Background: an optimization exercise with open tools, aiming at small area, a short achievable clock period and few clock cycles per item. Do not read the settings as production practice.
Function was checked by simulation only, so behaviour that the tests miss may differ from the original.
No activity file was given, so power comes from the tool's default toggle rates.

== the reference run ==
// rh_framer
module rh_framer (
    input  wire       clk,
    input  wire       rst,
    input  wire       cmd_valid,
    input  wire [7:0] cmd_data,
    input  wire       cmd_last,
    output wire       cmd_ready,
    output wire       rsp_valid,
    output wire [7:0] rsp_data,
    output wire       rsp_last,
    input  wire       rsp_ready
);
==> flow/config.mk <==
export PLATFORM = sky130hd
export DESIGN_NAME = rh_framer
export DESIGN_NICKNAME = rh_framer
export VERILOG_FILES = /design/flow/design.v
export SDC_FILE = /design/flow/constraint.sdc
export NUM_CORES = 4
export LEC_CHECK = 0
export CAP_MARGIN = 20
export CORE_MARGIN = 2
export CORE_UTILIZATION = 50
export CTS_CLUSTER_DIAMETER = 80
export CTS_CLUSTER_SIZE = 30
export PLACE_DENSITY = 0.6
export SLEW_MARGIN = 20
==> flow/constraint.sdc <==
create_clock -name core_clock -period 10.0 [get_ports {clk}]
set_input_delay 2.0000 -clock core_clock [delete_from_list [all_inputs] [get_ports {clk}]]
set_output_delay 2.0000 -clock core_clock [all_outputs]
set_load 0.01 [all_outputs]
standard.sh (not shown) runs the stock make flow with config.mk's settings and CLKGATE_MAP_FILE= SYNTH_SCRIPT=/design/flow/synth_recipe.tcl, a recipe that flattens the netlist after the stock synthesis.
==> flow/flow/run.sh <==
#!/bin/bash
set -euo pipefail
export SETUP_SLACK_MARGIN=6.8
export CTS_ARGS="-sink_clustering_enable -repair_clock_nets -sink_clustering_size 30 -sink_clustering_max_diameter 80 -dont_use_dummy_load"
bash standard.sh synth > synth.log 2>&1
bash standard.sh finish > layout.log 2>&1
Testbench counts of the reference run, summed over its fixed seeds: cycles 45,308, items 12,000.
--- input diff the reference run..the trial run ---
diff --git a/flow/design.v b/flow/design.v
--- a/flow/design.v
+++ b/flow/design.v
@@ -465,20 +465,21 @@
     end
     wire [10:0] qh   = dq[qr];
     reg        cv;                           
     reg [2:0]  ct;
     reg [7:0]  cd1;
     reg [6:0]  clen1;                        
     reg [6:0]  cpo1;                         
     reg        cpz;                          
     reg        v0, v1;                       
     reg [8:0]  o0, o1;                       
+    reg [8:0]  ohn;                          
     wire       adv = cv && !v1 && !(sph == P_BUF && !br_al) &&
                      !((sph == P_HDR || sph == P_PAY) && !pv0);
     reg        sdup;
     reg [15:0] scrc;
     reg  [2:0] pcnt;
     reg  [7:0] pq0, pq1, pq2, pq3;
     wire       pv0    = (pcnt != 3'd0);
     reg  [5:0] fd;                           
     wire       favail = (rpt != wpc);        
     wire       fpush  = favail && !pcnt[2] && (fd[1:0] == 2'd3) &&
@@ -648,22 +649,21 @@
             v0 <= 1'b0;
             v1 <= 1'b0;
         end else if (v0 && rsp_ready) begin
             v0 <= v1 || adv;
             v1 <= 1'b0;
         end else begin
             v0 <= v0 || adv;
             v1 <= v1 || (v0 && adv);
         end
     end
+    wire [8:0] o0_n = (v0 && rsp_ready) ? (v1 ? o1 : snew) : (v0 ? ~ohn : snew);
     always @(posedge clk) begin
-        if (v0 && rsp_ready)
-            o0 <= v1 ? o1 : snew;
-        else if (!v0)
-            o0 <= snew;
+        o0  <= o0_n;
+        ohn <= ~o0_n;
         if (!v1)
             o1 <= snew;
     end
     assign rsp_valid = v0;
     assign rsp_data  = o0[7:0];
     assign rsp_last  = o0[8];
 endmodule
Findings:
[compare] base=the reference run new=the trial run: setup slack picked up an extra 0.054 ns; net switching power neither gained nor lost much. STATUS cell area: the trial run loses against the reference run. The trial run and the reference run ended up with roughly the same reported leakage power. Compared the reference run against the trial run; synthesis-to-layout area growth within noise. In the trial run, the synthesized area came out about 0.6% above the value in the reference run. Diff the reference run -> the trial run: fraction of layout cells with a size suffix above 1 saw a decrease, final setup skew increased by 0.021 ns relative to the old numbers, final-layout clock buffer total fell 1, sequential share of layout area went down by 0.28 points. Side by side, fraction of the mapped netlist area in compound gates turned out higher in the trial run than in the reference run. The trial run vs the reference run — post-synthesis share of cell area spent on and, or, nand and nor gates rose 0.19 points.
Testbench counts of the trial run, summed over its fixed seeds: cycles 45,308, items 12,000.

==> what the ideal ports hide <==
No port has a modelled driver above. Below, the same layouts with a new extraction and two added sets of constraints. Step 1 (the two cells are an assumption about what drives the block):
set clk [get_ports {clk}]
set_driving_cell -lib_cell sky130_fd_sc_hd__clkbuf_16 $clk
set_driving_cell -lib_cell sky130_fd_sc_hd__buf_2 [delete_from_list [all_inputs] $clk]
Step 2 times the ports against the registers' clock, not the clock port: input delays grow and output delays shrink by t, the midpoint of the rising clock arrivals with the driver on. Three values: ideal ports, drivers, drivers and shift; two values: the first two.
run	shift t [ns]	setup slack, ns	worst setup path after step 2	clock arrival spread, ns
the reference run	0.896	6.669 / 6.584 / 6.228	input to register	0.099 / 0.098
the trial run	0.891	6.723 / 6.643 / 6.206	input to register	0.115 / 0.116
After both steps every run listed still meets setup and hold. The setup slack of the trial run, which loses most, moves by -0.080 ns with the drivers and by -0.517 ns with both steps.
